This is an optimization exercise on Yosys and OpenROAD, whose aim is small area and a short achievable clock period, not a production implementation. Power and IR drop assume default switching activity.

Setup of job 103:
Design ledsr_core, start of the top module:
module ledsr_core (
    input  wire       clk,
    input  wire       rst,         
    input  wire       en,          
    input  wire       wr_en,       
    input  wire [7:0] wr_addr,     
    input  wire [7:0] wr_data,
    input  wire       start,       
    output reg        busy,
    output reg        pin_data,
    output reg        pin_clk,
    output reg        pin_stb
);
    reg [1535:0] fr;
    reg [23:0] wq_grp_n;
    reg [7:0]  wq_lane_n, wq_data;
    integer wi;
    always @(posedge clk) begin
        for (wi = 0; wi < 24; wi = wi + 1)
            wq_grp_n[wi] <= !((wr_addr[7:5] == wi / 3) && (wr_addr[4:3] == wi % 3));
        for (wi = 0; wi < 8; wi = wi + 1)
            wq_lane_n[wi] <= !(wr_en && (wr_addr[2:0] == wi));
        wq_data <= wr_data;
    end
    genvar gl, gc, gn;
    generate
        for (gl = 0; gl < 8; gl = gl + 1) begin : g_led
            for (gc = 0; gc < 3; gc = gc + 1) begin : g_chan
                for (gn = 0; gn < 8; gn = gn + 1) begin : g_lane
                    wire sel = !(wq_grp_n[gl * 3 + gc] || wq_lane_n[gn]);
                    always @(posedge clk)
                        if (sel)
                            fr[((gl * 3 + gc) * 8 + gn) * 8 +: 8] <= wq_data;
                end
            end
        end
    endgenerate
    reg [2:0] led_i;
    reg [1:0] chan_k;
    reg [2:0] plane_p;
    reg [2:0] plane_c0, plane_c1;
    reg [7:0] rd_led;
    reg [7:0] rd_plane [0:1];    
    reg [1:0] rd_k;
    integer ri;
    always @(posedge clk) begin
        for (ri = 0; ri < 8; ri = ri + 1) begin
            rd_led[ri]      <= (led_i == ri);
            rd_plane[0][ri] <= (plane_c0 == ri);
            rd_plane[1][ri] <= (plane_c1 == ri);
        end
        rd_k <= chan_k;
    end
    reg [7:0] part_r, part_g, part_b;    
    reg [1:0] k_d;
    generate
        for (gn = 0; gn < 8; gn = gn + 1) begin : g_rd
            wire [7:0] br, bg, bb;       
            for (gl = 0; gl < 8; gl = gl + 1) begin : g_rl
                assign br[gl] = |(fr[((gl * 3 + 0) * 8 + gn) * 8 +: 8] & rd_plane[gn / 4]);
                assign bg[gl] = |(fr[((gl * 3 + 1) * 8 + gn) * 8 +: 8] & rd_plane[gn / 4]);
                assign bb[gl] = |(fr[((gl * 3 + 2) * 8 + gn) * 8 +: 8] & rd_plane[gn / 4]);
  ...
clock: 7.0 ns
lec_check: 0
cap_margin: 20
core_margin: 2
core_utilization: 72
cts_buf_list: sky130_fd_sc_hd__clkbuf_8 sky130_fd_sc_hd__clkbuf_16
cts_cluster_diameter: 90
cts_cluster_size: 30
place_density: 0.8
setup_slack_margin: 4.5
slew_margin: 20
run.sh (not shown) runs the stock make flow with config.mk's settings and CLKGATE_MAP_FILE= SYNTH_SCRIPT=/design/flow/synth_recipe.tcl, a recipe that flattens the netlist after the stock synthesis.
Here is what was changed in the inputs of job 101 compared with job 103.
diff --git a/flow/design.v b/flow/design.v
--- a/flow/design.v
+++ b/flow/design.v
@@ -9,22 +9,30 @@
     output reg        busy,
     output reg        pin_data,
     output reg        pin_clk,
     output reg        pin_stb
 );
     reg [1535:0] fr;
-    reg [23:0] wq_grp_n;
-    reg [7:0]  wq_lane_n, wq_data;
-    integer wi;
-    always @(posedge clk) begin
-        for (wi = 0; wi < 24; wi = wi + 1)
-            wq_grp_n[wi] <= !((wr_addr[7:5] == wi / 3) && (wr_addr[4:3] == wi % 3));
-        for (wi = 0; wi < 8; wi = wi + 1)
-            wq_lane_n[wi] <= !(wr_en && (wr_addr[2:0] == wi));
+    reg       wq_en;
+    reg [7:0] wq_addr, wq_data;
+    always @(posedge clk) begin
+        wq_en   <= wr_en;
+        wq_addr <= wr_addr;
         wq_data <= wr_data;
     end
+    wire [23:0] wq_grp_n;
+    wire [7:0]  wq_lane_n;
+    genvar gi;
+    generate
+        for (gi = 0; gi < 24; gi = gi + 1) begin : g_wgrp
+            assign wq_grp_n[gi] = !((wq_addr[7:5] == gi / 3) && (wq_addr[4:3] == gi % 3));
+        end
+        for (gi = 0; gi < 8; gi = gi + 1) begin : g_wlane
+            assign wq_lane_n[gi] = !(wq_en && (wq_addr[2:0] == gi));
+        end
+    endgenerate
     genvar gl, gc, gn;
     generate
         for (gl = 0; gl < 8; gl = gl + 1) begin : g_led
             for (gc = 0; gc < 3; gc = gc + 1) begin : g_chan
                 for (gn = 0; gn < 8; gn = gn + 1) begin : g_lane
                     wire sel = !(wq_grp_n[gl * 3 + gc] || wq_lane_n[gn]);
@@ -74,16 +82,15 @@
     generate
         for (gn = 0; gn < 8; gn = gn + 1) begin : g_wd
             assign word_d[7 - gn] = sel_part[gn];
         end
     endgenerate
     reg [7:0] fifo_mem [0:7];
-    reg [2:0] fifo_wp, fifo_rp;
     reg [3:0] fifo_count;
     reg       push_d, push_d2;
-    reg [2:0] wp_d, wp_d2;
+    reg [2:0] wp_dat;        
     wire [3:0] count_inc = fifo_count + 4'd1;
     wire [3:0] count_dec = fifo_count - 4'd1;
     wire fifo_full  = fifo_count[3];
     wire fifo_empty = (fifo_count == 4'd0);
     reg        feeding, settling;
     reg [4:0]  settle_hi;
@@ -146,37 +153,36 @@
                      ST_LOOP0  = 3'd2, ST_LOOP1 = 3'd3, ST_LOOP2 = 3'd4;
     reg [2:0] st;
     reg [2:0] cnt;
     reg       ph;
     reg [7:0] osr;
     reg       pop_d, pop_d2;
-    reg [2:0] rp_d, rp_d2;
+    reg [2:0] rp_dat;        
     wire pop = en && (st == ST_PULL) && !fifo_empty;
     integer j;
     always @(posedge clk) begin
         push_d  <= push && !rst;
-        wp_d    <= fifo_wp;
-        push_d2 <= push_d;
-        wp_d2   <= wp_d;
+        push_d2 <= push_d && !rst;
         if (push_d2)
-            fifo_mem[wp_d2] <= word_d;
+            fifo_mem[wp_dat] <= word_d;
         pop_d  <= pop && !rst;
-        rp_d   <= fifo_rp;
-        pop_d2 <= pop_d;
-        rp_d2  <= rp_d;
+        pop_d2 <= pop_d && !rst;
         if (pop_d2)
-            osr <= fifo_mem[rp_d2];
-        if (rst) begin
-            fifo_wp    <= 3'd0;
-            fifo_rp    <= 3'd0;
+            osr <= fifo_mem[rp_dat];
+        if (rst) begin
+            wp_dat <= 3'd0;
+            rp_dat <= 3'd0;
+        end else begin
+            if (push_d2)
+                wp_dat <= wp_dat + 3'd1;
+            if (pop_d2)
+                rp_dat <= rp_dat + 3'd1;
+        end
+        if (rst) begin
             fifo_count <= 4'd0;
         end else begin
-            if (push)
-                fifo_wp <= fifo_wp + 3'd1;
-            if (pop)
-                fifo_rp <= fifo_rp + 3'd1;
             if (push != pop)
                 fifo_count <= push ? count_inc : count_dec;
         end
     end
     always @(posedge clk) begin
         if (rst) begin
[summary]
- Job 101 | status: complete | timing, DRC, antenna: pass
- Max final worst hold slack across job 103 and job 101: job 101
- Sequential power across job 103 and job 101: no real change.
- Summary: with job 103 as the reference, total cell area at the placement stage in job 101 moved down slightly.
- Comparing horizontal extent of the die for job 103 and job 101, the smaller number came from job 101.
- Post-synthesis sequential area ratio delta (job 103 -> job 101): insignificant
- Job 101 vs job 103: die area down slightly
- Compared with job 103, in job 101 met2 layer usage reported by global route now sits lower, non-clock buffer count +about 4%, cell area fell about 0.5%, power fell by 0.17 mW.
No functional check of the RTL was part of any run of this note.

[port drivers added, routing unchanged]
The flow's constraints put no driver on any port. The routed layouts listed below were extracted and timed again, unchanged, in two steps.
Step 1: set_driving_cell puts a clkbuf_16 on clk and a buf_2 on each other input, an assumption about the parent block.
Step 2, shift: input delay + t, output delay - t, t = (earliest + latest rising clock arrival at the registers) / 2. This alone moves slack from input paths to output paths.
a / b / c = ideal ports / drivers / drivers and shift; a / b = the first two.
run | t (ns) | slack for setup (ns) | worst hold slack (ns)
job 103 | 0.734 | 4.479 / 4.408 / 3.953 | 0.334 / 0.334 / 0.334
job 101 | 0.730 | 4.098 / 4.098 / 4.098 | 0.341 / 0.341 / 0.341
After both steps every run listed still meets setup and hold. For job 103, which loses most, drivers alone change the setup slack by -0.071 ns; drivers and shift together by -0.526 ns.
